This design comes from an exercise in tuning for small area, a short achievable clock period and few clock cycles per item on the open sky130 flow, not from production work.

==> run a <==
==> flow/design.v <==
module vm_alu (
    input  wire        clk,
    input  wire        rst,
    input  wire        in_valid,
    output wire        in_ready,
    input  wire [7:0]  in_op,
    input  wire [63:0] in_a,
    input  wire [63:0] in_b,
    output reg         out_valid,
    output reg  [63:0] out_result,
    output reg         out_err
);
    function [64:0] add64(input [63:0] a, input [63:0] b, input cin);
        reg [63:0] g, p, p0;
        integer l, i;
        begin
            p0 = a ^ b;
            g  = a & b;
            p  = p0;
            g[0] = g[0] | (p0[0] & cin);
            for (l = 0; l < 6; l = l + 1)
                for (i = 0; i < 64; i = i + 1)
                    if (((i + 1) % (1 << (l + 1))) == 0) begin
                        g[i] = g[i] | (p[i] & g[i - (1 << l)]);
                        p[i] = p[i] & p[i - (1 << l)];
                    end
            for (l = 4; l >= 0; l = l - 1)
                for (i = 0; i < 64; i = i + 1)
                    if (((i + 1) % (1 << (l + 1))) == (1 << l) && i >= (1 << (l + 1))) begin
                        g[i] = g[i] | (p[i] & g[i - (1 << l)]);
                        p[i] = p[i] & p[i - (1 << l)];
                    end
            add64 = {g[63], p0 ^ {g[62:0], cin}};
        end
    endfunction
    function [63:0] booth(input [63:0] x, input one, input two, input neg);
        booth = ((x & {64{one}}) | ({x[62:0], 1'b0} & {64{two}})) ^ {64{neg}};
    endfunction
    reg         s_idle, s_mul, s_negb, s_align, s_div, s_negq;
    reg         pend;        
    reg  [7:0]  op;          
    reg         op_mul, op_div;
    reg         op_sub;      
    reg         neg_a;       
    reg  [63:0] x;           
    reg  [63:0] y;           
    reg  [5:0]  count;       
    reg         negq;        
    reg  [5:0]  bd;          
    reg         mlast_byte;  
    wire is_int = op[0];
    wire last   = (count == 6'd0);
    function [5:0] msb(input [63:0] w);
        reg [31:0] w5;
        reg [15:0] w4;
        reg [7:0]  w3;
        reg [3:0]  w2;
        reg [1:0]  w1;
        begin
            msb[5] = |w[63:32];
            w5     = msb[5] ? w[63:32] : w[31:0];
            msb[4] = |w5[31:16];
            w4     = msb[4] ? w5[31:16] : w5[15:0];
            msb[3] = |w4[15:8];
            w3     = msb[3] ? w4[15:8] : w4[7:0];
            msb[2] = |w3[7:4];
            w2     = msb[2] ? w3[7:4] : w3[3:0];
            msb[1] = |w2[3:2];
            w1     = msb[1] ? w2[3:2] : w2[1:0];
            msb[0] = w1[1];
        end
    endfunction
    reg  [63:0] x_clear;         
    reg  [63:0] xc_t;
    integer k2, lv;
    always @(*) begin
        x_clear = ~x;
        for (lv = 1; lv < 64; lv = lv * 2) begin
            xc_t = x_clear;
            for (k2 = 0; k2 < 64; k2 = k2 + 1)
                if (k2 + lv < 64) x_clear[k2] = xc_t[k2] & xc_t[k2 + lv];
        end
    end
    wire       q_zero = |(y & x_clear);
    wire [5:0] dl     = msb(x) - msb(y);    
    wire       far    = |dl[5:3];   
    wire [2:0] sh     = far ? 3'd7 : dl[2:0];
    wire st_idle  = s_idle;
    wire st_mul   = s_mul;
    wire st_div   = s_div;
    wire st_negb  = s_negb;
    wire st_negq  = s_negq;
    wire st_align = s_align;
    assign in_ready = (st_idle && !(pend && (op_mul || op_div))) ||
                      (st_mul && last) || (st_div && last && !negq) || st_negq ||
                      (st_align && q_zero);
    wire accept = in_valid && in_ready;
    wire start     = pend;    
    wire start_mul = start && op_mul;
    wire start_div = start && op_div;
    wire div0      = is_int ? ~|y : ~|y[7:0];
    wire [63:0] ppl = booth(x, bd[2], bd[1], bd[0]);
    wire [63:0] pph = {booth(x, bd[5], bd[4], bd[3]), 2'b0};
    wire [63:0] r0  = {out_result[59:0], 1'b0, bd[3], 1'b0, bd[0]};
    wire [63:0] ms  = r0 ^ ppl ^ pph;
    wire [63:0] mc  = (r0 & ppl) | (r0 & pph) | (ppl & pph);
    wire        inv_y = op_sub || st_div || st_negb;
    wire        zero_p = neg_a || st_negb || st_negq;
    wire [63:0] pa  = st_mul ? ms : (zero_p ? 64'd0 : x);
    wire [63:0] pb  = st_mul ? {mc[62:0], 1'b0} :
                      neg_a  ? ~x :
                      st_negq ? ~out_result : (y ^ {64{inv_y}});
    wire        cin = !st_mul && (inv_y || neg_a || st_negq);
    wire [64:0] sum = add64(pa, pb, cin);
    wire [63:0] s   = sum[63:0];
    wire        fits = sum[64];    
    wire        c64 = sum[64];                   
    wire        c63 = s[63] ^ x[63] ^ ~y[63];    
    wire        c8  = s[8] ^ x[8] ^ ~y[8];       
    wire [63:0] d_ab = x ^ y;
    wire        eq8  = ~|d_ab[7:0];
    wire        eq63 = eq8 & ~|d_ab[62:8];
    wire        eq64 = eq63 & ~d_ab[63];
    wire lt_b = !c8;
    wire gt_b = !lt_b && !eq8;
    wire lt_i = (x[63] ^ y[63]) ? x[63] : !c64;
    wire gt_i = !lt_i && !eq64;
    wire a_nan     = (&x[62:52]) && (|x[51:0]);
    wire b_nan     = (&y[62:52]) && (|y[51:0]);
    wire unordered = a_nan || b_nan;
    wire both_zero = ~|x[62:0] && ~|y[62:0];
    wire mag_lt    = !c63;
    wire mag_gt    = c63 && !eq63;
    wire f_eq      = !unordered && (eq64 || both_zero);
    wire f_lt      = !unordered && !both_zero &&
                     ((x[63] != y[63]) ? x[63] : (x[63] ? mag_gt : mag_lt));
    wire f_gt      = !unordered && !both_zero &&
                     ((x[63] != y[63]) ? y[63] : (x[63] ? mag_lt : mag_gt));
    reg         cmp;
    always @(*) begin
        case (op[3:0])
            4'h0: cmp = eq8;
            4'h1: cmp = eq64;
            4'h2: cmp = f_eq;
            4'h4: cmp = !eq8;
            4'h5: cmp = !eq64;
            4'h6: cmp = !f_eq;
            4'h8: cmp = gt_b;
            4'h9: cmp = gt_i;
            4'hA: cmp = f_gt;
            4'hC: cmp = lt_b;
            4'hD: cmp = lt_i;
            4'hE: cmp = f_lt;
            default: cmp = 1'b0;
        endcase
    end
    reg [63:0] simple_result;
    always @(*) begin
        case (op)
            8'h40, 8'h44: simple_result = {56'd0, s[7:0]};
            8'h41, 8'h45: simple_result = s;
            8'h60, 8'h61, 8'h62, 8'h64, 8'h65, 8'h66,
            8'h68, 8'h69, 8'h6A, 8'h6C, 8'h6D, 8'h6E:
                          simple_result = {56'd0, {8{cmp}}};
            8'h70:        simple_result = {56'd0, x[7:0] & y[7:0]};
            8'h71:        simple_result = {56'd0, x[7:0] | y[7:0]};
            8'h72:        simple_result = {56'd0, ~y[7:0]};
            8'h73:        simple_result = {56'd0, x[7:0] ^ y[7:0]};
            default:      simple_result = 64'd0;    
        endcase
    end
    reg  [14:0] upper_eq;        
    reg  [14:0] ue_t;
    reg  [3:0]  top_int;
    integer j, lj;
    always @(*) begin
        for (j = 0; j <= 14; j = j + 1)
            upper_eq[j] = (y[4*j+7 -: 5] == {5{y[4*j+7]}});
        for (lj = 1; lj < 15; lj = lj * 2) begin
            ue_t = upper_eq;
            for (j = 0; j <= 14; j = j + 1)
                if (j + lj <= 14) upper_eq[j] = ue_t[j] & ue_t[j + lj];
        end
        top_int[3] = !upper_eq[7];
        top_int[2] = !upper_eq[{top_int[3], 3'b011}];
        top_int[1] = !upper_eq[{top_int[3:2], 2'b01}];
        top_int[0] = !upper_eq[{top_int[3:1], 1'b0}];
    end
    wire [3:0]  top_byte = (y[7:3] == {5{y[7]}}) ? 4'd0 : 4'd1;
    wire [3:0]  top_digit = is_int ? top_int : top_byte;
    wire [64:0] y_ext = {y, 1'b0};    
    wire [3:0]  dsel = start ? top_digit : count[3:0] - 4'd1;
    wire [4:0]  dbits = y_ext[4*dsel +: 5];
    function [2:0] benc(input [2:0] b);    
        benc = {b[1] ^ b[0], (b[2] & ~b[1] & ~b[0]) | (~b[2] & b[1] & b[0]), b[2]};
    endfunction
    always @(posedge clk) begin
        if (rst) begin
            {s_idle, s_mul, s_negb, s_align, s_div, s_negq} <= 6'b100000;
            pend      <= 1'b0;
            out_valid <= 1'b0;
            out_err   <= 1'b0;
        end else begin
            pend      <= accept;
            out_valid <= 1'b0;
            out_err   <= 1'b0;
            if (s_idle) begin
                if (pend) begin
                    if (op_mul) begin
                        s_idle <= 1'b0;
                        s_mul  <= 1'b1;
                    end else if (op_div && !div0) begin
                        s_idle  <= 1'b0;
                        s_negb  <= is_int && y[63];
                        s_align <= !(is_int && y[63]);
                    end else begin
                        out_valid <= 1'b1;
                        out_err   <= op_div;
                    end
                end
            end
            if (s_mul && last) begin
                s_mul     <= 1'b0;
                s_idle    <= 1'b1;
                out_valid <= 1'b1;
            end
            if (s_negb) begin
                s_negb  <= 1'b0;
                s_align <= 1'b1;
            end
            if (s_align) begin
                if (q_zero) begin
                    s_align   <= 1'b0;
                    s_idle    <= 1'b1;
                    out_valid <= 1'b1;
                end else if (!far) begin
                    s_align <= 1'b0;
                    s_div   <= 1'b1;
                end
            end
            if (s_div && last) begin
                s_div <= 1'b0;
                if (negq) begin
                    s_negq <= 1'b1;
                end else begin
                    s_idle    <= 1'b1;
                    out_valid <= 1'b1;
                end
            end
            if (s_negq) begin
                s_negq    <= 1'b0;
                s_idle    <= 1'b1;
                out_valid <= 1'b1;
            end
        end
    end
    always @(posedge clk) begin
        if (s_idle) begin
            out_result <= simple_result;    
            count      <= op_mul ? {2'b0, top_digit} : 6'd0;
            bd         <= {benc(dbits[4:2]), benc(dbits[2:0])};
            mlast_byte <= !is_int;
            negq       <= is_int && (x[63] ^ y[63]);
            if (start_div) begin
                x <= neg_a ? s : (is_int ? x : {56'd0, x[7:0]});
                y <= is_int ? y : {56'd0, y[7:0]};
            end
        end
        if (s_mul) begin
            out_result <= (mlast_byte && last) ? {56'd0, s[7:0]} : s;
            count      <= count - 6'd1;
            bd         <= {benc(dbits[4:2]), benc(dbits[2:0])};
        end
        if (s_negb) begin
            y          <= s;
            out_result <= s;
        end
        if (s_align) begin
            out_result <= 64'd0;
            y          <= y << sh;
            count      <= count + {3'd0, sh};
        end
        if (s_div) begin
            if (fits) x <= s;
            y          <= {1'b0, y[63:1]};
            out_result <= {out_result[62:0], fits};
            count      <= count - 6'd1;
        end
        if (s_negq) begin
            out_result <= s;
        end
        op_sub <= accept && (in_op[2] | in_op[5]);
        neg_a  <= accept && (in_op == 8'h4D) && in_a[63];
        if (accept) begin
            op     <= in_op;
            op_mul <= (in_op == 8'h48) || (in_op == 8'h49);
            op_div <= (in_op == 8'h4C) || (in_op == 8'h4D);
            x      <= in_a;
            y      <= in_b;
        end
    end
endmodule
==> flow/run.sh <==
#!/bin/bash
# synth_recipe.tcl (not shown) runs the flow's synth.tcl, then flattens the netlist and writes it again
# the make line also repeats each setting of config.mk as NAME=value (left out here)
make -C /OpenROAD-flow-scripts/flow DESIGN_CONFIG=/design/flow/config.mk WORK_HOME=/design/flow/orfs CLKGATE_MAP_FILE= SYNTH_SCRIPT=/design/flow/synth_recipe.tcl finish
==> flow/config.mk <==
export PLATFORM = sky130hd
export DESIGN_NAME = vm_alu
export DESIGN_NICKNAME = vm_alu
export VERILOG_FILES = /design/flow/design.v
export SDC_FILE = /design/flow/constraint.sdc
export NUM_CORES = 4
export LEC_CHECK = 0
export ABC_AREA = 1
export CAP_MARGIN = 20
export CORE_MARGIN = 2
export CORE_UTILIZATION = 40
export SETUP_SLACK_MARGIN = 1.5
export SLEW_MARGIN = 20
==> flow/constraint.sdc <==
create_clock -name core_clock -period 8.0 [get_ports {clk}]
set_input_delay 1.6000 -clock core_clock [delete_from_list [all_inputs] [get_ports {clk}]]
set_output_delay 1.6000 -clock core_clock [all_outputs]
set_load 0.01 [all_outputs]
==> run b (differences from run a) <==
--- a/flow/config.mk
+++ b/flow/config.mk
@@ -11,3 +11,3 @@
 export CORE_UTILIZATION = 40
-export SETUP_SLACK_MARGIN = 1.5
+export SETUP_SLACK_MARGIN = 2.5
 export SLEW_MARGIN = 20
==> flow_metrics.tcl <==
set metrics [dict create \
    dp.cells 5424 \
    finClkSkew_ps 31.5 \
    comb.multi_input.count 3448 \
    antenna_found_initial 8 \
    relSlewSlack_pct 17.6 \
    routabilityCongestion 1.10 \
    dr_wl_met2_um 69600 \
    status "finished clean" \
    vdd_drop_max_v 0.000211 \
    worst_pin_slew_ps 1230 \
    path_max_fanout 7 \
    wl_met3_um 24900 \
    fillers 6931 \
    postCtsSetupRepairBufs 150 \
    final_nets 5088 \
    fmaxAchievable_mhz 163 \
]
the above is filed under run b

==> flow_metrics.tcl <==
set metrics [dict create \
    status "finished clean" \
    finClkSkew_ps 24.6 \
    comb.multi_input.count 3443 \
    antenna_found_initial 10 \
    dp.cells 5405 \
    final_nets 4891 \
    vdd_drop_max_v 0.000223 \
    fmaxAchievable_mhz 156 \
    worst_pin_slew_ps 1230 \
    fillers 7423 \
    path_max_fanout 11 \
    relSlewSlack_pct 17.6 \
    routabilityCongestion 1.13 \
]
the above is filed under run a

Function was not checked in any run of this note: the RTL went through the layout flow alone.

## port drivers added, routing unchanged
In the flow no input, the clock included, has a driving cell. The finished layouts below were timed again as built, in two steps. Step 1 assumes that a clkbuf_16 drives the clock port and a buf_2 every other input. Step 2 adds t to the input delays and takes it off the output delays; t is the mean of the earliest and latest rising clock arrival at the registers after step 1. Input paths then give back, and output paths get back, about the clock's delay inside the block. Three values: ideal ports, drivers, drivers and shift; two values: the first two.
| run | t, ns | setup slack, ns | worst register clock-pin slew, ns | worst slew at a driven data input, ns | pins driven straight from the clock port |
|---|---|---|---|---|---|
| run a | 0.712 | 1.597 / 1.527 / 1.719 | 0.07 / 0.07 | 0.05 | 1 |
| run b | 0.641 | 1.869 / 1.869 / 1.869 | 0.07 / 0.07 | 0.07 | 1 |
After both steps every run listed still meets setup and hold.
